Background: an optimization exercise with open tools, aiming at small area, a short achievable clock period and few clock cycles per item. Do not read the settings as production practice. Only simulation tests tie the RTL to the original design; equivalence was not proved.

==> flow/design.v, too long to show whole: its modules and the start of the top module <==
// module sstv_tone_alu: 3100 lines
module sstv_tone_alu (
    input  wire        clk,
    input  wire        rst,
    input  wire        in_valid,
    output wire        in_ready,
    input  wire [1:0]  in_op,
    input  wire [31:0] in_a,
    input  wire [37:0] in_b,
    output wire        out_valid,
    input  wire        out_ready,
    output wire [31:0] out_res,
    output wire [37:0] out_n
);
  // ...
==> flow/flow/run.sh <==
#!/bin/bash
# Standard layout, with three changes:
# - between synthesis and floorplan, flow/fapol.py picks the polarity of each
#   full-adder cell so that fewer inverters sit between full adders (a full
#   adder is self-dual); registers and every other cell are left as the
#   standard synthesis made them;
# - timing repair aims for 13.2 ns of setup slack at the design's 18 ns clock
#   (the constraints themselves are unchanged);
# - the port buffers are plain buffers (sky130_fd_sc_hd__buf_1) instead of
#   delay buffers.
set -euo pipefail
R=orfs/results/${FLOW_PLATFORM}/sstv_tone_alu/base
bash standard.sh synth > synth.log 2>&1
cp "$R/1_2_yosys.v" "$R/1_2_yosys.std.v"
python3 flow/fapol.py "$R/1_2_yosys.std.v" "$R/1_2_yosys.v" > fapol.log 2>&1
rm -f "$R/1_synth.odb" "$R/1_synth.sdc"
export SETUP_SLACK_MARGIN=13.2
export BUFFER_PORTS_ARGS="-buffer_cell sky130_fd_sc_hd__buf_1"
bash standard.sh > layout.log 2>&1
==> flow/flow/fapol.py <==
#!/usr/bin/env python3
"""Remove inverters between full adders of a flat sky130hd Yosys netlist.

A full adder is self-dual: FA(~a, ~b, ~c) = (~sum, ~cout).  This script
chooses, for every full-adder cell, whether it computes its signals in true
or complemented form, so that as few inverters as possible are needed, and
rewrites the netlist.  Registers, ports and every other cell are untouched;
the function at every register input and output port is unchanged.

usage: fapol.py IN.v OUT.v
"""
import re
import sys
import collections

src = open(sys.argv[1]).read()

cell_re = re.compile(r'^(\s*)(sky130_fd_sc_hd__\w+)\s+(\S+)\s*\((.*?)\);\n', re.S | re.M)
pin_re = re.compile(r'\.(\w+)\(([^()]*)\)')
OUTP = {'X', 'Y', 'SUM', 'COUT', 'Q', 'Q_N', 'HI', 'LO'}

cells = []
for m in cell_re.finditer(src):
    typ, name, body = m.group(2), m.group(3), m.group(4)
    pins = [(p, n.strip()) for p, n in pin_re.findall(body)]
    cells.append({'type': typ, 'name': name, 'pins': pins, 'span': m.span()})

# module ports
hdr = re.search(r'module\s+\w+\s*\((.*?)\);', src, re.S)
outputs = set()
for m in re.finditer(r'^\s*output\s+(\[\d+:\d+\]\s*)?(\S+)\s*;', src, re.M):
    rng, nm = m.group(1), m.group(2)
    if rng:
        hi, lo = map(int, re.findall(r'\d+', rng))
        for i in range(lo, hi + 1):
            outputs.add(f'{nm}[{i}]')
    else:
        outputs.add(nm)


def esc(n):
    return n + ' ' if n.startswith('\\') else n


def is_inv(c):
    return re.match(r'sky130_fd_sc_hd__(inv|clkinv)_\d+$', c['type']) is not None


def is_fa(c):
    return re.match(r'sky130_fd_sc_hd__fa_\d+$', c['type']) is not None


driver = {}
loads = collections.defaultdict(list)   # net -> [(cell index, pin)]
for ci, c in enumerate(cells):
    for p, n in c['pins']:
        if p in OUTP:
            driver[n] = (ci, p)
        else:
            loads[n].append((ci, p))


def norm(n):
    # "\b_q[23] " style names keep their form; outputs listed as out_res[3]
    return n


# signal classes: follow inverter chains back to a root net
root = {}
par = {}


def find(n):
    if n in root:
        return root[n], par[n]
    d = driver.get(n)
    if d is not None and is_inv(cells[d[0]]):
        a = dict(cells[d[0]]['pins'])['A']
        r, p = find(a)
        root[n], par[n] = r, p ^ 1
    else:
        root[n], par[n] = n, 0
    return root[n], par[n]


allnets = set(driver) | set(loads)
for n in allnets:
    find(n)

# consumers of each class: (kind, cell index or net, pin, required parity w.r.t. root)
cons = collections.defaultdict(list)
for n in allnets:
    r, p = root[n], par[n]
    for ci, pin in loads[n]:
        if is_inv(cells[ci]):
            continue
        cons[r].append((ci, pin, p))
    if n in outputs or ('\\' + n) in outputs or n.replace('\\', '').strip() in outputs:
        cons[r].append((None, n, p))

fa_idx = [ci for ci, c in enumerate(cells) if is_fa(c)]
x = {ci: 0 for ci in fa_idx}
drv_fa = {}
for r in cons:
    d = driver.get(r)
    if d is not None and is_fa(cells[d[0]]):
        drv_fa[r] = d[0]


def need(r):
    f = drv_fa.get(r)
    base = x[f] if f is not None else 0
    for ci, pin, p in cons[r]:
        q = p ^ base ^ (x[ci] if ci is not None and ci in x else 0)
        if q:
            return 1
    return 0


# classes touched by flipping each FA
touch = collections.defaultdict(set)
for r in cons:
    if r in drv_fa:
        touch[drv_fa[r]].add(r)
    for ci, pin, p in cons[r]:
        if ci is not None and ci in x:
            touch[ci].add(r)

before = sum(need(r) for r in cons)
improved = True
rounds = 0
while improved and rounds < 50:
    improved = False
    rounds += 1
    for f in fa_idx:
        cs = touch[f]
        old = sum(need(r) for r in cs)
        x[f] ^= 1
        new = sum(need(r) for r in cs)
        if new < old:
            improved = True
        else:
            x[f] ^= 1
after = sum(need(r) for r in cons)
print(f'inverted classes: {before} -> {after} ({rounds} rounds)', file=sys.stderr)

# ----------------------------------------------------------------------
# rebuild: every class r has a true net (its root name) and, if needed,
# a complement net driven by one inverter.
# ----------------------------------------------------------------------
newcells = []      # (type, name, pins)
compl_name = {}
inv_names = [cells[ci]['name'] for ci, c in enumerate(cells) if is_inv(c)]
inv_types = {}
extra = 0
new_wires = []


def cname(r):
    global extra
    if r not in compl_name:
        extra += 1
        nm = f'_fapol_{extra}_'
        compl_name[r] = nm
        new_wires.append(nm)
    return compl_name[r]


# net that carries (root value ^ q) as seen physically: for a flipped driver
# the driver pin produces root ^ 1
def phys(r, q):
    """name of a net carrying value(root) ^ q"""
    f = drv_fa.get(r)
    flipped = x[f] if f is not None else 0
    # the driver output net carries root ^ flipped.  keep root name on the
    # driver output; if flipped, the name r carries ~value.
    if q == flipped:
        return r
    return cname(r)


pin_map = {}   # (ci, pin) -> new net
for r in cons:
    for ci, pin, p in cons[r]:
        if ci is None:
            continue
        q = p ^ (x[ci] if ci in x else 0)
        pin_map[(ci, pin)] = phys(r, q)

# output ports: they must carry their original value; port net name n
# equals some class member; if the physical net differs, drive the port
# through a buffer-free rename is impossible, so insert an inverter or keep.
port_fix = []
for r in cons:
    for ci, pin, p in cons[r]:
        if ci is None:
            n = pin
            want = phys(r, p)
            if want != n:
                port_fix.append((n, want))

# inverters needed: for each class with a complement net, one inverter
# from the driver net to the complement net
inv_needed = []
for r, nm in compl_name.items():
    inv_needed.append((r, nm))

# now emit: drop all old inverters, re-pin other cells
out = []
last = 0
n_inv = 0
for ci, c in enumerate(cells):
    s, e = c['span']
    out.append(src[last:s])
    last = e
    if is_inv(c):
        continue
    pins = []
    for p, n in c['pins']:
        if p in OUTP:
            pins.append((p, n))
        else:
            pins.append((p, pin_map.get((ci, p), n)))
    ind = re.match(r'\s*', src[s:e]).group(0)
    body = ',\n'.join(f'    .{p}({esc(n)})' for p, n in pins)
    out.append(f'{ind}{c["type"]} {c["name"]} (\n{body}\n  );\n')
tail = src[last:]
# complement nets and their inverters
decl = ''.join(f'  wire {w};\n' for w in new_wires)
invs = ''
k = 0
for r, nm in inv_needed:
    k += 1
    invs += f'  sky130_fd_sc_hd__inv_1 _fapol_inv_{k}_ (\n    .A({esc(r)}),\n    .Y({esc(nm)})\n  );\n'
# ports driven by a complement: the port net name must stay; an output port
# that now would need the other polarity gets an inverter from the class net
for n, want in port_fix:
    raise SystemExit(f'port {n} needs rewiring: not handled')
body = ''.join(out)
m = re.search(r'\n(\s*)wire ', body)
body = body[:m.start() + 1] + decl + body[m.start() + 1:]
body = body + ''
tail = tail.replace('endmodule', invs + 'endmodule', 1)
open(sys.argv[2], 'w').write(body + tail)
print(f'inverters: {len(inv_names)} -> {k}', file=sys.stderr)
==> flow/standard.sh <==
#!/bin/bash
# synth_recipe.tcl (not shown) runs the flow's synth.tcl, then flattens the netlist and writes it again
# the make line also repeats each setting of config.mk as NAME=value (left out here)
make -C /OpenROAD-flow-scripts/flow DESIGN_CONFIG=/design/flow/config.mk WORK_HOME=/design/flow/orfs CLKGATE_MAP_FILE= SYNTH_SCRIPT=/design/flow/synth_recipe.tcl "${@:-finish}"
==> flow/config.mk <==
export PLATFORM = sky130hd
export DESIGN_NAME = sstv_tone_alu
export DESIGN_NICKNAME = sstv_tone_alu
export VERILOG_FILES = /design/flow/design.v
export SDC_FILE = /design/flow/constraint.sdc
export NUM_CORES = 4
export LEC_CHECK = 0
export CAP_MARGIN = 20
export CORE_MARGIN = 2
export CORE_UTILIZATION = 60
export CTS_BUF_LIST = sky130_fd_sc_hd__clkbuf_4 sky130_fd_sc_hd__clkbuf_8
export PLACE_DENSITY = 0.75
export SLEW_MARGIN = 20
==> flow/constraint.sdc <==
create_clock -name core_clock -period 18.0 [get_ports {clk}]
set_input_delay 3.6000 -clock core_clock [delete_from_list [all_inputs] [get_ports {clk}]]
set_output_delay 3.6000 -clock core_clock [all_outputs]
set_load 0.01 [all_outputs]
==> summary.txt, run 1 <==
Global route
  • Met3 demand-to-capacity share in global routing: 13.2%

Floorplan
  • Full die area: 0.0705 mm^2
  • Vertical extent of the die: 266 um
  • Tapcells: 873

Detailed routing
  • Residual DRC count: 0
  • Top Metal Used: met5
  • Met3 routed WL: 18.2 mm
  • Total wire length: ~150 mm
  • Vias per inst: 6.71
  • Average wire per cell in the routed design: 32.3 um

Final layout
  • Leading cell types in the layout, fill and taps excluded: fa_1 (482), edfxtp_1 (440), inv_1 (294)
  • Non-filler instance count after layout: 4781
  • Biggest Area Class: multi-input gates
  • Non-clock buffering overhead in the final layout: 6.17%
  • Post-layout net count: roughly 4600
  • Share of post-route cells with drive strength above 1: 20.5%
  • Multi-input gate share of total cell area: 53.8%
  • Register with the highest flop count: ns1
  • Leading registers by flop count: ns1 x40, m2 x39, nc1 x39

Worst setup path
  • Crit path to: q3[26]
  • Worst setup path startpoint: m2[38]
  • Logic depth of the worst setup path including buffers: 17
  • Combined buffer and inverter count along the critical path: 3
  • Endpoint class of the critical path: flip-flop
  • Arrival time worst endpoint: 5.95 ns
  • Crit Path Category: flip-flop to flip-flop

Timing
  • Max-slew violation count: 0
  • Achievable Freq: 0.182 GHz

Hold path
  • Min-Delay Endpoint: n3[21]
  • Hold-critical path depth: 0

CTS
  • Clock latency on the worst-skew pair: 0.74 ns
  • Root buf cell: clkbuf_8

Flow run
  • Max capacitance violation total: 0

Place
  • Pre-CTS worst setup slack: 11.73 ns
  • Port buffer count: 147

Status
  • Outcome: timing/DRC/antenna clean
Testbench counts, summed over its fixed seeds: cycles 5,616, items 4,312.
==> run 2: changes to the inputs <==
--- a/flow/flow/run.sh
+++ b/flow/flow/run.sh
@@ -6,3 +6,3 @@
 #   standard synthesis made them;
-# - timing repair aims for 13.2 ns of setup slack at the design's 18 ns clock
+# - timing repair aims for 12.5 ns of setup slack at the design's 18 ns clock
 #   (the constraints themselves are unchanged);
@@ -16,3 +16,3 @@
 rm -f "$R/1_synth.odb" "$R/1_synth.sdc"
-export SETUP_SLACK_MARGIN=13.2
+export SETUP_SLACK_MARGIN=12.5
 export BUFFER_PORTS_ARGS="-buffer_cell sky130_fd_sc_hd__buf_1"
==> summary.txt, run 2 <==
Status
  • Outcome: timing/DRC/antenna clean (unchanged)

Yosys
  • Net count of the mapped netlist: 4356 (unchanged)
  • Total standard cell area after synthesis: 0.0410 mm^2 (unchanged)
  • Post-synthesis cell count: 3538 (unchanged)
  • Average cell area after synthesis: 11.6 um^2 (unchanged)
  • Syn. warnings: 1 (unchanged)

Worst setup path
  • Maximum net fanout on the critical path: 4 (was 7)
  • Combined buffer and inverter count along the critical path: 3 (unchanged)
  • Worst endpoint required time: 18.47 ns (about the same)
  • Slowest cell on the critical path: fa_2 (unchanged)
  • Reg-to-reg critical path startpoint: m2[36] (was m2[38])
  • Worst R2R Path Depth: 17 (unchanged)
  • Worst-case register-to-register setup slack: 12.46 ns (was 12.52 ns)
  • Critical Path, Cell by Cell: clkinvlp_4, buf_6, fa_1, fa_2, fa_2, fa_2, fa_1, ha_4, and4_4, nand4_1, a211oi_4, o211a_1, o2111ai_4, a31oi_4, nor2_4, a21oi_2, inv_1 (was buf_4, inv_4, fa_1, fa_1, fa_1, fa_2, fa_2, ha_4, and4_4, nand4_1, a211oi_4, o211a_1, o2111ai_2, a31oi_2, nor2_2, a21oi_2, inv_1)
  • Arrival time worst endpoint: 6.01 ns (was 5.95 ns)
  • Largest stage delay, worst path: 0.56 ns (about the same)
  • Crit Path Category: flip-flop to flip-flop (unchanged)
  • Endpoint class of the critical path: flip-flop (unchanged)
  • Kind of cell adding the most delay to the critical path: adder cells (unchanged)
  • Cell repeated most along the worst path: fa_2 (was fa_1)
  • Endpoint of the lowest-slack register-to-register path: q3[26] (unchanged)
  • Worst setup SP type: flip-flop (unchanged)

Hold path
  • HP Class: flip-flop to flip-flop (unchanged)
  • Startpoint of the lowest-slack hold path: n2[2] (was n2[21])
  • Hold-critical path depth: 0 (unchanged)
  • Min-Delay Endpoint: n3[2] (was n3[21])

Final layout
  • Post-layout net count: 4521 (was 4646)
  • Core occupancy in the finished layout: 67.2% (was 70.4%)
  • Leading registers by flop count: ns1 x40, m2 x39, nc1 x39 (unchanged)
  • Share of post-route cells with drive strength above 1: 11.8% (was 20.5%)
  • Register with the highest flop count: ns1 (unchanged)
  • Most common library cell in the layout ignoring fill and taps: fa_1 (unchanged)
  • Signed area change from the synthesized netlist to the final layout: 10.3% (was 15.6%)
  • Number of fillers in the final layout: 5026 (was 4743)
  • Number of flip-flops in the largest register: 40 (unchanged)
  • Leading cell types in the layout, fill and taps excluded: fa_1 (493), edfxtp_1 (440), inv_1 (304) (was fa_1 (482), edfxtp_1 (440), inv_1 (294))

Global route
  • Grt total ovfl: 0 (unchanged)
  • Global-route wire length before repair: 214 mm (was 218 mm)
  • All-layer global routing usage: 42.6% (was 43.5%)
  • Number of antenna violations at the first check in global routing: 11 (was 10)
  • Via count of the first global-routing pass: 31500 (was 32600)
  • Pin count of the biggest net entering global routing: 86 (was 104)

Timing
  • Final setup violating endpoints: 0 (unchanged)
  • Hold Fails Final Rpt: 0 (unchanged)
  • RSZ-0062 raised after global routing: yes (unchanged)
  • Worst slew margin relative to its limit: 18.5% (was 16.4%)
  • Final Cycle Share: 30.8% (was 30.4%)
  • Setup TNS after final layout: 0 ns (unchanged)
  • Transition time at the pin with the least slew margin: 1.19 ns (was 1.25 ns)
  • Max-slew violation count: 0 (unchanged)
  • Fin crit period: 5.55 ns (was 5.48 ns)
  • Post-Route Skew: 0.0459 ns (was 0.0495 ns)
  • Achievable Freq: 0.180 GHz (was 0.182 GHz)

Detailed routing
  • Total wire length: 149 mm (was 154 mm)
  • Average wire per cell in the routed design: 32.0 um (was 32.3 um)
  • Vias per inst: 6.68 (was 6.71)
  • Residual DRC count: 0 (unchanged)
  • Number of optimization iterations in the first detailed-route pass: 10 (was 8)
  • Antenna violation net count after detailed routing: 0 (unchanged)
  • Count of routing violations after the opening detailed-route iteration: 3607 (was 3812)
  • DR vias: 31100 (was 32100)

Place
  • Sum of net half-perimeters after detailed placement: 113 mm (was 111 mm)
  • Port buffer count: 147 (unchanged)
  • Placer Congestion: 1.05 (about the same)

Floorplan
  • Die outline width: 266 um (unchanged)
  • Initial Util: 60.9% (unchanged)
  • Core Region: 0.0674 mm^2 (unchanged)
  • Full die area: 0.0705 mm^2 (unchanged)
  • Count of standard-cell rows: 95 (unchanged)
  • Number of top-level pins: 148 (unchanged)
  • Vertical extent of the die: 266 um (unchanged)

CTS
  • Clock buffers created by TritonCTS: 87 (was 86)
  • CTS tree: done (unchanged)
  • Clock latency on the worst-skew pair: 0.72 ns (was 0.74 ns)
  • Sinks on the clock net: 517 (unchanged)
  • Clock transition time at the flip-flop clock pins of the worst setup and hold paths: 0.06 ns (was 0.07 ns)
  • Buffer levels on the longest clock path: 3 (unchanged)
  • Root buf cell: clkbuf_8 (unchanged)
  • Level count of the clock H-tree: 3 (unchanged)

Flow run
  • Max capacitance violation total: 0 (unchanged)
## run 2: cell types whose count changed in the layout (fill, tap and decap cells not counted), sizes merged
cell | previous run | this run
buf | 351 | 260
clkinv | 25 | 14
dlymetal6s2s | 0 | 1
diode | 10 | 8
inv | 322 | 314
clkinvlp | 6 | 9
bufinv | 3 | 12
clkbuf | 156 | 128
## run 2: final cells by class
| cell class | instances | area, um^2 | area share, % |
|---|---|---|---|
| multi-input cells | 2518 | 24700 | 54.5 |
| flip-flops and latches | 517 | 14800 | 32.6 |
| clock buffers | 128 | 1560 | 3.45 |
| repair buffers | 261 | 1430 | 3.16 |
| inverters | 318 | 1230 | 2.71 |
| well taps | 873 | 1090 | 2.41 |
| clock inverters | 31 | 500 | 1.11 |
| diodes | 8 | 20.0 | 0.0442 |
## run 2: worst register-to-register path, cell delays in order (launching register included)
cell	delay, ns
edfxtp_1	0.40
clkinvlp_4	0.17
buf_6	0.16
fa_1	0.50
fa_2	0.56
fa_2	0.45
fa_2	0.55
fa_1	0.45
ha_4	0.31
and4_4	0.25
nand4_1	0.19
a211oi_4	0.39
o211a_1	0.27
o2111ai_4	0.16
a31oi_4	0.25
nor2_4	0.06
a21oi_2	0.13
inv_1	0.05
## run 2: worst max-delay path by stage
| stage | startpoint | to | slack [ns] | depth (start not counted) |
|---|---|---|---|---|
| 2_1_floorplan | m2[31] | q3[26] | 12.62 | 17 |
| 3_3_place_gp | a_q[31] | b_q[16] | 11.79 | 23 |
| 3_5_place_dp | a_q[31] | b_q[16] | 11.67 | 23 |
| 4_1_cts | sel_by | ns1[9] | 12.51 | 11 |
| 5_1_grt | m2[36] | q3[26] | 12.30 | 17 |
| 6_report | m2[36] | q3[26] | 12.46 | 17 |
## run 2: stage by stage
step / hold slack [ns] / cell area [um^2] / std cells / worst slack (ns)
floorplan: 0.400 / 41000 / 3538 / 12.62
global placement: 0.401 / 42500 / 4439 / 11.79
detailed placement: 0.405 / 42500 / 4439 / 11.67
CTS: 0.412 / 44900 / 4624 / 12.51
global route: 0.409 / 45200 / 4649 / 12.30
finish: 0.406 / 45300 / 4654 / 12.46
## run 2: per-layer routing
| metal | global-route usage, % | routed length [um] |
|---|---|---|
| met1 | 53.0 | 53600 |
| met3 | 12.2 | 16700 |
| met5 | 0 | 22 |
| met4 | 27.9 | 12200 |
| met2 | 65.6 | 66600 |
## run 2: timing repair
item | 4_1_cts | 5_1_grt
hold buffers | 0 | 0
setup endpoints to repair | 44 | 51
resized for setup | 26 | 45
pin swaps | 14 | 25
hold endpoints to repair | 0 | 0
gates cloned | 1 | 0
buffers inserted | 25 | 20

what the ideal ports hide:
Ports are ideal in the flow. The routed layouts listed here were re-timed in OpenROAD.
Step 1, drivers: a clkbuf_16 drives clk and a buf_2 each remaining input, both assumed.
Step 2 adds t to the input delays and takes it off the output delays; t is the mean of the earliest and latest rising clock arrival at the registers after step 1. Input paths then give back, and output paths get back, about the clock's delay inside the block.
Slacks: no drivers / after step 1 / after step 2; pairs: no drivers / after step 1.
run	t (ns)	setup slack, ns	worst setup path at the end	slew at the worst register clock pin (ns)	pins driven straight from the clock port
run 1	0.783	12.519 / 12.519 / 12.519	register to register	0.07 / 0.07	1
run 2	0.770	12.455 / 12.455 / 12.455	register to register	0.07 / 0.07	1
After both steps every run listed still meets setup and hold.
